Source: an optimization exercise on an open RTL-to-GDS flow (aim: small area and a short achievable clock period). Production flows keep margins and buffers that such runs may drop.
The RTL was checked by simulation tests, not by an equivalence proof against the original design.
Power figures rest on the tool's default switching activity, not on a simulated workload.

--- flow/design.v ---
module pcm_rom (
    input  wire [7:0] addr,
    output wire [7:0] data
);
    reg [7:0] table_q [0:255];
    initial $readmemh("pcm_table.hex", table_q);
    assign data = table_q[addr];
endmodule
module pattern_gen (
    input  wire        act_valid,
    input  wire [1:0]  act_btn,
    input  wire [11:0] m0_in,
    input  wire [11:0] m1_in,
    input  wire [11:0] m2_in,
    output reg  [11:0] m0_out,
    output reg  [11:0] m1_out,
    output reg  [11:0] m2_out
);
    localparam [11:0] CHASE_SEED  = 12'h800;
    localparam [11:0] SPARSE_SEED = 12'h924;
    localparam [11:0] SPARSE_END  = 12'h249;
    localparam [11:0] FULL        = 12'hFFF;
    wire z0 = (m0_in == 12'h000);
    wire z1 = (m1_in == 12'h000);
    wire z2 = (m2_in == 12'h000);
    always @(*) begin
        m0_out = m0_in;
        m1_out = m1_in;
        m2_out = m2_in;
        if (act_valid) begin
            case (act_btn)
                2'd0: begin
                    if (z0) m0_out = CHASE_SEED;
                    else    m0_out = m0_in >> 1;
                end
                2'd1: begin
                    if (z1)                       m1_out = SPARSE_SEED;
                    else if (m1_in == SPARSE_END) m1_out = 12'h000;
                    else                          m1_out = m1_in >> 1;
                end
                2'd2: begin
                    if (z0 && z1 && z2) begin
                        m2_out = FULL;
                    end else if (z0 && z1 && !z2) begin
                        m1_out = FULL;
                        m2_out = 12'h000;
                    end else if (z0 && !z1 && z2) begin
                        m0_out = FULL;
                        m1_out = 12'h000;
                    end else if (!z0 && z1 && z2) begin
                        m0_out = 12'h000;
                    end
                end
                default: ;
            endcase
        end
    end
endmodule
module duty_mux (
    input  wire [11:0] m0,
    input  wire [11:0] m1,
    input  wire [11:0] m2,
    input  wire [1:0]  sel_layer,
    input  wire [3:0]  cursor,
    output reg  [11:0] led,
    output reg  [2:0]  gnd,
    output reg  [1:0]  sel_nxt,
    output reg  [3:0]  cursor_nxt
);
    localparam MAX_FIRED = 6;
    function [11:0] layer_mask;
        input [1:0] l;
        begin
            case (l)
                2'd0:    layer_mask = m0;
                2'd1:    layer_mask = m1;
                default: layer_mask = m2;
            endcase
        end
    endfunction
    function [1:0] next_layer;
        input [1:0] l;
        begin
            next_layer = (l == 2'd2) ? 2'd0 : l + 2'd1;
        end
    endfunction
    reg [1:0]  cand1, cand2;
    reg [11:0] target;
    reg [3:0]  pos;
    reg [3:0]  last;
    reg [3:0]  taken;
    integer    k;
    always @(*) begin
        cand1 = next_layer(sel_layer);
        cand2 = next_layer(cand1);
        if (layer_mask(cand1) != 12'h000)
            sel_nxt = cand1;
        else if (layer_mask(cand2) != 12'h000)
            sel_nxt = cand2;
        else
            sel_nxt = sel_layer;
        target = layer_mask(sel_nxt);
        led   = 12'h000;
        taken = 4'd0;
        last  = cursor;
        pos   = cursor;
        for (k = 0; k < 12; k = k + 1) begin
            if (taken < MAX_FIRED && target[pos]) begin
                led[pos] = 1'b1;
                taken    = taken + 4'd1;
                last     = pos;
            end
            pos = (pos == 4'd11) ? 4'd0 : pos + 4'd1;
        end
        if (target == 12'h000) begin
            gnd        = 3'b000;
            cursor_nxt = cursor;
        end else begin
            gnd        = 3'b001 << sel_nxt;
            cursor_nxt = (last == 4'd11) ? 4'd0 : last + 4'd1;
        end
    end
endmodule
module fedordesk_engine (
    input  wire        clk,
    input  wire        rst,
    input  wire        hr_tick,
    input  wire        log_tick,
    input  wire [2:0]  btn,
    output reg  [11:0] led,
    output reg  [2:0]  gnd,
    output reg  [7:0]  tone
);
    localparam TICK_W = 16;
    reg [TICK_W-1:0] tick;
    reg [TICK_W-1:0] db_last_tick;
    reg [1:0]        db_last_btn;
    reg              act_valid;
    reg [1:0]        act_btn;
    reg [1:0]        speed;
    reg [11:0]       m0, m1, m2;
    reg [1:0]        sel_layer;
    reg [3:0]        mux_cursor;
    reg [7:0]        audio_cursor;
    wire [7:0] pcm_sample;
    pcm_rom u_pcm (
        .addr (audio_cursor),
        .data (pcm_sample)
    );
    wire [11:0] mux_led;
    wire [2:0]  mux_gnd;
    wire [1:0]  mux_sel;
    wire [3:0]  mux_cursor_nxt;
    duty_mux u_mux (
        .m0         (m0),
        .m1         (m1),
        .m2         (m2),
        .sel_layer  (sel_layer),
        .cursor     (mux_cursor),
        .led        (mux_led),
        .gnd        (mux_gnd),
        .sel_nxt    (mux_sel),
        .cursor_nxt (mux_cursor_nxt)
    );
    wire [TICK_W-1:0] tick_inc = tick + 1'b1;
    wire [TICK_W-1:0] tick_lt  = log_tick ? tick_inc : tick;
    reg eligible;
    always @(*) begin
        case (speed)
            2'd0:    eligible = (tick_inc[0]   == 1'b0);
            2'd1:    eligible = (tick_inc[1:0] == 2'b00);
            default: eligible = (tick_inc[2:0] == 3'b000);
        endcase
    end
    wire [11:0] pg_m0, pg_m1, pg_m2;
    pattern_gen u_pg (
        .act_valid (act_valid),
        .act_btn   (act_btn),
        .m0_in     (m0),
        .m1_in     (m1),
        .m2_in     (m2),
        .m0_out    (pg_m0),
        .m1_out    (pg_m1),
        .m2_out    (pg_m2)
    );
    wire        frame = log_tick && eligible;
    wire [11:0] m0_lt = frame ? pg_m0 : m0;
    wire [11:0] m1_lt = frame ? pg_m1 : m1;
    wire [11:0] m2_lt = frame ? pg_m2 : m2;
    wire [TICK_W-1:0] elapsed = tick_lt - db_last_tick;
    wire              window_ok = (elapsed >= 5);
    reg       press;
    reg [1:0] press_btn;
    always @(*) begin
        press     = 1'b0;
        press_btn = 2'd0;
        if (btn[0]) begin
            press = window_ok; press_btn = 2'd0;
        end else if (btn[1]) begin
            press = window_ok; press_btn = 2'd1;
        end else if (btn[2]) begin
            press = window_ok; press_btn = 2'd2;
        end
    end
    wire same_btn = act_valid && (act_btn == press_btn);
    always @(posedge clk) begin
        if (rst) begin
            tick         <= {TICK_W{1'b0}};
            db_last_tick <= {TICK_W{1'b0}};
            db_last_btn  <= 2'd0;
            act_valid    <= 1'b0;
            act_btn      <= 2'd0;
            speed        <= 2'd0;
            m0           <= 12'h000;
            m1           <= 12'h000;
            m2           <= 12'h000;
            sel_layer    <= 2'd0;
            mux_cursor   <= 4'd0;
            audio_cursor <= 8'd0;
            led          <= 12'h000;
            gnd          <= 3'b000;
            tone         <= 8'h00;
        end else begin
            if (hr_tick) begin
                tone         <= pcm_sample;
                audio_cursor <= audio_cursor + 1'b1;
                led          <= mux_led;
                gnd          <= mux_gnd;
                sel_layer    <= mux_sel;
                mux_cursor   <= mux_cursor_nxt;
            end
            tick <= tick_lt;
            m0   <= m0_lt;
            m1   <= m1_lt;
            m2   <= m2_lt;
            if (press) begin
                db_last_tick <= tick_lt;
                db_last_btn  <= press_btn;
                if (same_btn && speed != 2'd2) begin
                    speed <= speed + 1'b1;
                end else begin
                    m0 <= 12'h000;
                    m1 <= 12'h000;
                    m2 <= 12'h000;
                    speed <= 2'd0;
                    if (same_btn) begin
                        act_valid <= 1'b0;
                        act_btn   <= 2'd0;
                    end else begin
                        act_valid <= 1'b1;
                        act_btn   <= press_btn;
                    end
                end
            end
        end
    end
endmodule
--- flow/pcm_table.hex ---
80
83
86
89
8c
90
93
96
99
9c
9f
a2
a5
a8
ab
ae
b1
b3
b6
b9
bc
bf
c1
c4
c7
c9
cc
ce
d1
d3
d5
d8
da
dc
de
e0
e2
e4
e6
e8
ea
eb
ed
ef
f0
f1
f3
f4
f5
f6
f8
f9
fa
fa
fb
fc
fd
fd
fe
fe
fe
ff
ff
ff
ff
ff
ff
ff
fe
fe
fe
fd
fd
fc
fb
fa
fa
f9
f8
f6
f5
f4
f3
f1
f0
ef
ed
eb
ea
e8
e6
e4
e2
e0
de
dc
da
d8
d5
d3
d1
ce
cc
c9
c7
c4
c1
bf
bc
b9
b6
b3
b1
ae
ab
a8
a5
a2
9f
9c
99
96
93
90
8c
89
86
83
80
7d
7a
77
74
70
6d
6a
67
64
61
5e
5b
58
55
52
4f
4d
4a
47
44
41
3f
3c
39
37
34
32
2f
2d
2b
28
26
24
22
20
1e
1c
1a
18
16
15
13
11
10
0f
0d
0c
0b
0a
08
07
06
06
05
04
03
03
02
02
02
01
01
01
01
01
01
01
02
02
02
03
03
04
05
06
06
07
08
0a
0b
0c
0d
0f
10
11
13
15
16
18
1a
1c
1e
20
22
24
26
28
2b
2d
2f
32
34
37
39
3c
3f
41
44
47
4a
4d
4f
52
55
58
5b
5e
61
64
67
6a
6d
70
74
77
7a
7d
--- flow/run.sh ---
#!/bin/bash
# synth_recipe.tcl (not shown) runs the flow's synth.tcl, then flattens the netlist and writes it again
# the make line also repeats each setting of config.mk as NAME=value (left out here)
make -C /OpenROAD-flow-scripts/flow DESIGN_CONFIG=/design/flow/config.mk WORK_HOME=/design/flow/orfs CLKGATE_MAP_FILE= SYNTH_SCRIPT=/design/flow/synth_recipe.tcl finish
--- flow/config.mk ---
export PLATFORM = sky130hd
export DESIGN_NAME = fedordesk_engine
export DESIGN_NICKNAME = fedordesk_engine
export VERILOG_FILES = /design/flow/design.v
export SDC_FILE = /design/flow/constraint.sdc
export NUM_CORES = 4
export LEC_CHECK = 0
export CAP_MARGIN = 20
export CORE_MARGIN = 2
export CORE_UTILIZATION = 40
export SLEW_MARGIN = 20
--- flow/constraint.sdc ---
create_clock -name core_clock -period 15.0 [get_ports {clk}]
set_input_delay 3.0000 -clock core_clock [delete_from_list [all_inputs] [get_ports {clk}]]
set_output_delay 3.0000 -clock core_clock [all_outputs]
set_load 0.01 [all_outputs]
==> results by group <==
Place
  • Cells after DPL: 2375
  • Hpwl dp: approximately 38000 um
  • Routability cong.: 1.04
  • IO Port Bufs: 29
  • DP Worst Slack: 2.04 ns

Clocking
  • CTS Buffer Depth: 2
  • H-tree depth: 3
  • Cells resized by post-CTS repair: 0
  • CTS tree: built
  • Root buffer cell: clkbuf_16
  • Clock latency (worst-skew pair): 0.37 ns
  • Post-CTS setup buffers: 0
  • Clk slew on worst S/H paths: 0.09 ns
  • CTS Hold Bufs: 0
  • Clock Sink Count: 110
  • Num CTS Buffers: 9

Hold path
  • Hold Path Class: flop to flop

Logic synthesis
  • Post-synthesis sequential area ratio: 15.9%
  • Synth area leaders: dfxtp_1 16%, nor2_1 6.5%, a21oi_1 6.2%
  • EDFF count, synth: 0
  • Mean Syn Cell Area: 6.95 um^2
  • #FFs+latches synth: 110
  • Post-Synthesis Cells: 1992
  • Synth Warn #: 4
  • Asr flop ratio synth: 0%
  • Synth top cells by count: 239 x nor2_1, 202 x nand2_1, 171 x a21oi_1, 113 x clkbuf_1, 110 x dfxtp_1
  • Share of the synthesized area in the top cell type: 15.9%
  • Top-count cell post-synth: nor2_1
  • Predominant post-synthesis flop cell: dfxtp_1
  • Syn_nets: just over 2000
  • Cell variety after synth: 96
  • Mapped cell area: 13900 um^2
  • Cell taking the most area after synthesis: dfxtp_1

Critical path
  • Required @ worst endpoint: 15.29 ns
  • Slowest CP cell: o211ai_1
  • CP Capture Type: flop
  • Worst setup path category: flop to flop
  • Crit path largest cell delay: 0.91 ns
  • CP most frequent cell: ha_1
  • Crit-path max FO: 18
  • WP data arrival: roughly 14 ns
  • CP Launch Type: flop

Route
  • DRT iter0 DRCs: 2028
  • DR vias: between 15000 and 20000
  • TritonRoute pass-1 iters: 6
  • Wire length per cell: 21.4 um
  • Post-route ant nets: 0
  • Routed WL: 51200 um
  • Via density per instance: ~6.6
  • Remaining DRCs: 0

Timing
  • Max-Slew Margin vs Limit: roughly 16%
  • Slew Limit Fails: 0
  • Final Setup Violations: 0
  • Slew @ Worst Pin: 1.26 ns
  • PnR worst setup slack: 1.73 ns
  • Final TNS setup: 0 ns
  • RSZ-0062 raised after global routing: no
  • Final Critical Period: around 13 ns
  • Final worst-path cycle share: roughly 88%
  • Final Skew: around 0.019 ns
  • Final hold vios: 0
  • FMAX: 0.0753 GHz

Power and ir drop
  • Combinational Power Share: 85.9%
  • Psw: about 2.3 mW
  • P_leak: 5.35 nW
  • Cell Int Power: 1.72 mW
  • Sequential power share: 7.9%
  • Design Power: 4.06 mW
  • Sw frac: 57.8%
  • Clock power share: 6.1%
  • VDD IR max: 0.479 mV
  • Pwr dens: 275 nW/um^2

Die
  • Die ar.: 36100 um^2
  • I/O pin cnt: 30
  • Die Y: 190 um
  • Die Wd: 190 um
  • Initial core utilization: between 40% and 50%
  • Core Region: about 34000 um^2
  • Row count: 68

Global route
  • Number of global-route vias before repair: 14500
  • Antenna violations before repair: 0
  • First-pass GRT wire length: between 80000 and 90000 um
  • Total grt overflow: 0
  • GR Util All Layers: 27.9%
  • Largest net degree at the start of global routing: 74

Job
  • Max_cap viols: 0

Finish
  • Area growth syn-to-layout: 6.68%
  • Filler cell count: 3556
  • Finished Layout Cells: 2391
  • Layout cells sized above 1: 6.61%
  • Final #Nets: 1997
  • ANT cells: 0

Outcome
  • Status: finished clean
[per-layer routing]
layer | vias up | part of all wire, % | GRT usage (%)
met1 | 7359 | 42 | 37.0
met2 | 854 | 44 | 44.0
met3 | 168 | 9.2 | 4.87
li1 | 7369 | - | -
met4 | 0 | 4.8 | 12.6
met5 | - | 0 | 0
[area by class of cell]
cell class / instances / area [um^2] / share of cell area, %
clock buffer: 9 / 225 / 1.52
clock inverter: 7 / 83.8 / 0.567
multi-input combinational: 1665 / 10800 / 73.3
timing repair buffer: 68 / 573 / 3.88
tap: 455 / 569 / 3.85
sequential: 110 / 2200 / 14.9
inverter: 77 / 289 / 1.96
[power by group through the flow]
stage                     Sequential (mW)  Clock [mW]  Combinational [mW]
after detailed placement            0.329           0                3.39
final                               0.323       0.250                3.49
after global placement              0.329           0                3.36
after floorplan                     0.333           0                2.60
after CTS                           0.323       0.255                3.41
after global routing                0.325       0.266                3.80
[path summary, 6_finish.rpt]
check | start | end | slack [ns] | cells past startpoint
setup / recovery | m2[8] | mux_cursor[3] | 1.73 | 39
hold / removal | tone[5] | tone[5] | 0.48 | 2
setup reg to reg | m2[8] | mux_cursor[3] | 1.73 | 39
hold reg to reg | tone[5] | tone[5] | 0.48 | 2
[worst max-delay path, delay by kind of cell (launching register included)]
kind,cells,cell delay (ns)
buffers and inverters,5,0.47
AOI/OAI and AO/OA,10,4.33
DFF,1,0.38
xor gates and xnor gates,3,0.81
muxes,8,2.95
and+or+nand+nor,7,2.46
adders and majority gates,6,1.77
[cells by family (layout without fill, tap and decap cells)]
kind of cell	count (synthesis)	after routing	synth area share (%)
simple gates	753	753	25.4
fa+ha+maj	59	59	5.38
compound gates	674	674	34.2
flops	110	110	15.9
xor+xnor	81	81	5.42
buf+inv	217	161	5.96
mux	98	98	7.70
[through the flow]
stage | hold WS (ns) | utilization (%) | cell area (um^2)
final | 0.480 | 43.1 | 14800
after global routing | 0.495 | 43.1 | 14800
after CTS | 0.483 | 43.1 | 14800
after detailed placement | 0.468 | 42.2 | 14500
after global placement | 0.470 | 42.2 | 14500
after floorplan | 0.459 | - | 13900
[layout by cell type (no fill, tap or decap), drive strengths merged, types with 13 or more instances in the layout]
master / count
mux2i: 66
nor4: 24
a21o: 17
nor2: 242
a22oi: 13
nand3: 58
xnor2: 59
inv: 78
mux2: 28
and2: 19
nand4: 17
nor3: 75
nor2b: 27
a211oi: 62
o31ai: 13
o211ai: 30
a221oi: 20
clkdlybuf4s50: 27
nand2: 202
a221o: 38
ha: 58
a31oi: 35
o22ai: 20
nand2b: 20
or3: 18
o21ai: 109
buf: 41
xor2: 19
a21oi: 173
dfxtp: 110
[registers in the layout, summed over array words and instances (netlist names), 3 cells and up]
register and flops:
tone 8, tick 16, mux_cursor 4, audio_cursor 8, led 12, db_last_tick 16, m2 12, gnd 3
m1 12, m0 12

==> re-timing with driven ports <==
Ports are ideal in the flow. The routed layout listed here was re-timed in OpenROAD.
Step 1, drivers: a clkbuf_16 drives clk and a buf_2 each remaining input, both assumed.
Step 2 also shifts input and output timing later by t, the mid clock arrival at the registers, as if the neighbouring blocks saw the same clock.
Slacks: no drivers / after step 1 / after step 2; pairs: no drivers / after step 1.
t, ns: 0.412
slack for setup (ns): 1.726 / 1.726 / 1.726
hold WS [ns]: 0.480 / 0.480 / 0.480
worst slew at a driven data input, ns: 0.03
cell pins on the clock port's net: 1
After both steps setup and hold are still met in this run. The setup slack of this run moves by 0.000 ns with the drivers and by 0.000 ns with both steps.
